What follows belongs to an exercise in optimizing a design on an open flow for small area, a short achievable clock period and few clock cycles; a production flow would make more cautious choices. The RTL was checked by simulation tests, not by an equivalence proof against the original design. Power is estimated from default activity; no workload was simulated.

## lkg
module lkg (
    input  wire        clk,
    input  wire        rst,           
    input  wire        cmd_valid,
    output wire        cmd_ready,
    input  wire [47:0] cmd_data,
    output wire        rsp_valid,
    input  wire        rsp_ready,
    output wire [1:0]  rsp_status,
    output wire [31:0] rsp_data
);
Size: about 1,000 cells after synthesis, ~110 flip-flops, about 88 I/O pins, ~8000 sq um of cells after synthesis.
export LEC_CHECK = 0
export CAP_MARGIN = 20
export CORE_MARGIN = 2
export CORE_UTILIZATION = 40
export SETUP_SLACK_MARGIN = 5
export SLEW_MARGIN = 20
create_clock -name core_clock -period 10.0 [get_ports {clk}]
standard.sh (not shown) runs the stock make flow with config.mk's settings and CLKGATE_MAP_FILE= SYNTH_SCRIPT=/design/flow/synth_recipe.tcl, a recipe that flattens the netlist after the stock synthesis.
==> flow/flow/run.sh <==
#!/bin/bash
set -euo pipefail
bash standard.sh \
    "BUFFER_PORTS_ARGS=-buffer_cell sky130_fd_sc_hd__buf_1" \
    SETUP_SLACK_MARGIN=5.5 \
    finish > standard.log 2>&1
Testbench counts at the start, summed over its fixed seeds: cycles 22,836.
==> next run, changes <==
--- a/flow/flow/run.sh
+++ b/flow/flow/run.sh
@@ -2,3 +2,8 @@
 set -euo pipefail
+here=$(pwd)
+rm -rf "$here/scripts"
+cp -r "$FLOW_HOME/scripts" "$here/scripts"
+cp "$here/flow/abc_area.script" "$here/scripts/abc_speed.script"
 bash standard.sh \
+    "SCRIPTS_DIR=$here/scripts" \
     "BUFFER_PORTS_ARGS=-buffer_cell sky130_fd_sc_hd__buf_1" \
==> flow/flow/abc_area.script (new file) <==
strash
balance; rewrite; refactor; balance; rewrite; rewrite -z; balance; refactor -z; rewrite -z; balance
balance -l; resub -K 6 -l; rewrite -l; resub -K 6 -N 2 -l; refactor -l; resub -K 8 -l; balance -l; resub -K 8 -N 2 -l; rewrite -l; resub -K 10 -l; rewrite -z -l; resub -K 10 -N 2 -l; balance -l; resub -K 12 -l; refactor -z -l; resub -K 12 -N 2 -l; rewrite -z -l; balance -l
&get -n
&st
&dch -f
&nf -a -R 1000
&put
topo
stime -c
Result: The changed run passed the timing, design-rule and antenna checks. Clock skew increases by 5.5 ps. Synthesized cell count decreases by a few percent. First-iteration DRC count decreases by a few percent. Wire length decreases by a little under a tenth. Area after synthesis decreases by a few percent. Hold slack improves by 11 ps. Global-route usage decreases by 0.22 points. Cell count decreases by a few percent. Flip-flop and latch count stays the same. Setup slack degrades by 69 ps. Power decreases by a few percent.
==> next run, changes <==
==> flow/run.sh (new file) <==
#!/bin/bash
# synth_recipe.tcl (not shown) runs the flow's synth.tcl, then flattens the netlist and writes it again
# the make line also repeats each setting of config.mk as NAME=value (left out here)
make -C /OpenROAD-flow-scripts/flow DESIGN_CONFIG=/design/flow/config.mk WORK_HOME=/design/flow/orfs CLKGATE_MAP_FILE= SYNTH_SCRIPT=/design/flow/synth_recipe.tcl finish
removed: flow/flow/run.sh
removed: flow/flow/abc_area.script
removed: flow/standard.sh
Result: The changed run ran to the end with no violations; setup slack gets worse by 210 ps; die area climbs by about 6%; design area went up by about 5%; register-to-register slack improved by 600 ps; global-route usage rises by 0.19 points; sequential power went up by about 2%.

========
Setup of build 66:
lkg, a different RTL version from the one above (not shown whole).
Size in the first run: about 100 flip-flops, ~88 I/O pins.
// lkg
module lkg (
    input  wire        clk,
    input  wire        rst,           
    input  wire        cmd_valid,
    output wire        cmd_ready,
    input  wire [47:0] cmd_data,
    output wire        rsp_valid,
    input  wire        rsp_ready,
    output wire [1:0]  rsp_status,
    output wire [31:0] rsp_data
);
    localparam [16:0] TAPS_A_REF = 17'h04001;
    localparam [24:0] TAPS_B_REF = 25'h0001019;
    reg         busy;           
    reg         rv;             
    wire        iw = busy & ~rv;    
    localparam [3:0] K_OK    = 4'd0,  K_ILL   = 4'd1,  K_UNI   = 4'd2,
                     K_NEXT  = 4'd3,  K_EMITA = 4'd4,  K_EMITB = 4'd5,
                     K_RDC   = 4'd6,  K_RDA   = 4'd7,  K_RDB   = 4'd8,
                     K_RTAPA = 4'd9,  K_RTAPB = 4'd10, K_RDST  = 4'd11;
    reg  [3:0]  rk;
    wire r_next  = (rk == K_NEXT);
    wire r_emita = (rk == K_EMITA);
    wire r_emitb = (rk == K_EMITB);
    wire r_rdc   = (rk == K_RDC);
    wire r_rda   = (rk == K_RDA);
    wire r_rdb   = (rk == K_RDB);
    wire r_rtapa = (rk == K_RTAPA);
    wire r_rtapb = (rk == K_RTAPB);
    wire r_rdst  = (rk == K_RDST);
    reg  [16:0] reg_a;
    reg  [24:0] reg_b;
    reg         cy;
    reg  [16:0] taps_a;
    reg  [24:0] taps_b;
    reg         rst_t;          
    reg         av, bv, cv;
    reg  [1:0]  na;             
    reg  [2:0]  nb;             
    wire [7:0]  op = cmd_data[47:40];
    wire [39:0] o  = cmd_data[39:0];
    wire g_hi  = ~|o[39:25];
    wire g_24  = ~o[24];
    wire g_mid = ~|o[23:17];
    wire g_16  = ~o[16];
    wire g_lo  = ~|o[15:1];
    wire g_0   = ~o[0];
    wire z25 = g_hi;
    wire z24 = g_hi & g_24;
  ...
export LEC_CHECK = 0
export CAP_MARGIN = 0
export CORE_MARGIN = 2
export CORE_UTILIZATION = 65
export PLACE_DENSITY = 0.8
export SETUP_SLACK_MARGIN = 5
export SLEW_MARGIN = 0
create_clock -name core_clock -period 10.0 [get_ports {clk}]
==> flow/flow/run.sh <==
#!/bin/bash
set -euo pipefail
here=$(pwd)
rm -rf "$here/scripts"
cp -r "$FLOW_HOME/scripts" "$here/scripts"
cp "$here/flow/abc_area.script" "$here/scripts/abc_speed.script"
bash standard.sh \
    "SCRIPTS_DIR=$here/scripts" \
    "BUFFER_PORTS_ARGS=-buffer_cell sky130_fd_sc_hd__buf_1" \
    SETUP_SLACK_MARGIN=5.5 \
    finish > standard.log 2>&1
==> flow/flow/abc_area.script <==
strash
balance; rewrite; refactor; balance; rewrite; rewrite -z; balance; refactor -z; rewrite -z; balance
balance -l; resub -K 6 -l; rewrite -l; resub -K 6 -N 2 -l; refactor -l; resub -K 8 -l; balance -l; resub -K 8 -N 2 -l; rewrite -l; resub -K 10 -l; rewrite -z -l; resub -K 10 -N 2 -l; balance -l; resub -K 12 -l; refactor -z -l; resub -K 12 -N 2 -l; rewrite -z -l; balance -l
&get -n
&st
&dch -f
&nf -a -R 1000
&put
topo
stime -c
Testbench counts of build 66, summed over its fixed seeds: cycles 22,836.
Here is what was changed in the inputs of build 3 compared with build 66.
# build 66
export LEC_CHECK = 0
export CAP_MARGIN = 0
export CORE_MARGIN = 2
export CORE_UTILIZATION = 65
export PLACE_DENSITY = 0.8
export SETUP_SLACK_MARGIN = 5
export SLEW_MARGIN = 0
create_clock -name core_clock -period 10.0 [get_ports {clk}]
# build 3
export LEC_CHECK = 0
export CAP_MARGIN = 0
export CORE_MARGIN = 2
export CORE_UTILIZATION = 40
export SETUP_SLACK_MARGIN = 5
export SLEW_MARGIN = 0
export TNS_END_PERCENT = 0
create_clock -name core_clock -period 10.0 [get_ports {clk}]
--- outcome ---
Build 3 completed end to end with timing, DRC and antenna clean.
Build 66 → build 3: wire length of the first global-routing pass shows a reduction of 800 um, transition at the pin with the smallest max-transition slack has decreased, fmax fell 1.3%.
Global-route usage: build 3 vs build 66 down 18 points
## Diff of input files: build 90 against build 3
# build 3
export LEC_CHECK = 0
export CAP_MARGIN = 0
export CORE_MARGIN = 2
export CORE_UTILIZATION = 40
export SETUP_SLACK_MARGIN = 5
export SLEW_MARGIN = 0
export TNS_END_PERCENT = 0
create_clock -name core_clock -period 10.0 [get_ports {clk}]
# build 90
export LEC_CHECK = 0
export CAP_MARGIN = 0
export CORE_MARGIN = 2
export CORE_UTILIZATION = 40
export SETUP_SLACK_MARGIN = 5
export SLEW_MARGIN = 0
create_clock -name core_clock -period 10.0 [get_ports {clk}]
### Flow results
- Taking build 3 as the reference point, the minimum clock period after layout of build 90 falls by 0.040 ns.
- Critical path depth (lower): build 3
- Compared with build 3, in build 90 global route total overflow roughly the same, clock network area share level, clock buffer count in the final layout shows no meaningful change.
- Higher ratio of final minimum period to clock period was reported by build 3, not build 90.
- Sequential share of layout area for build 90 is lower than for build 3.
Changes in build 61 relative to build 90:
diff --git a/flow/flow/run.sh b/flow/flow/run.sh
--- a/flow/flow/run.sh
+++ b/flow/flow/run.sh
@@ -8,4 +8,4 @@
     "SCRIPTS_DIR=$here/scripts" \
     "BUFFER_PORTS_ARGS=-buffer_cell sky130_fd_sc_hd__buf_1" \
-    SETUP_SLACK_MARGIN=5.5 \
+    SETUP_SLACK_MARGIN=5.7 \
     finish > standard.log 2>&1
Notes after the runs:
Diff build 90 -> build 61: fill cell total of the finished layout now sits lower; number of global-route vias before repair now sits at about the same level; sum of buffers and inverters on the critical path now sits lower; part of the total power dissipated in sequential elements now sits lower; layout buffering overhead excluding clock cells now sits higher.

[what the ideal ports hide]
No port has a modelled driver above. Below, the same layouts with a new extraction and two added sets of constraints.
Step 1: set_driving_cell puts a clkbuf_16 on clk and a buf_2 on each other input, an assumption about the parent block.
Step 2 times the ports against the registers' clock, not the clock port: input delays grow and output delays shrink by t, the midpoint of the rising clock arrivals with the driver on.
a / b / c = ideal / step 1 / step 2; a / b = the first two.
run | t (ns) | setup slack, ns | hold slack, ns
the first run of note 1 | 0.397 | 5.431 / 5.386 / 5.309 | 0.498 / 0.498 / 0.498
the second run of note 1 | 0.406 | 5.362 / 5.319 / 5.295 | 0.509 / 0.509 / 0.509
the third run of note 1 | 0.408 | 5.154 / 5.135 / 4.770 | 0.489 / 0.489 / 0.489
build 66 | 0.407 | 5.517 / 5.470 / 5.200 | 0.550 / 0.550 / 0.550
build 3 | 0.404 | 5.459 / 5.435 / 5.218 | 0.517 / 0.517 / 0.517
build 90 | 0.393 | 5.499 / 5.460 / 5.282 | 0.534 / 0.534 / 0.534
build 61 | 0.402 | 5.512 / 5.467 / 5.439 | 0.559 / 0.559 / 0.559
After both steps every run listed still meets setup and hold. The setup slack of the third run of note 1, which loses most, moves by -0.019 ns with the drivers and by -0.384 ns with both steps.
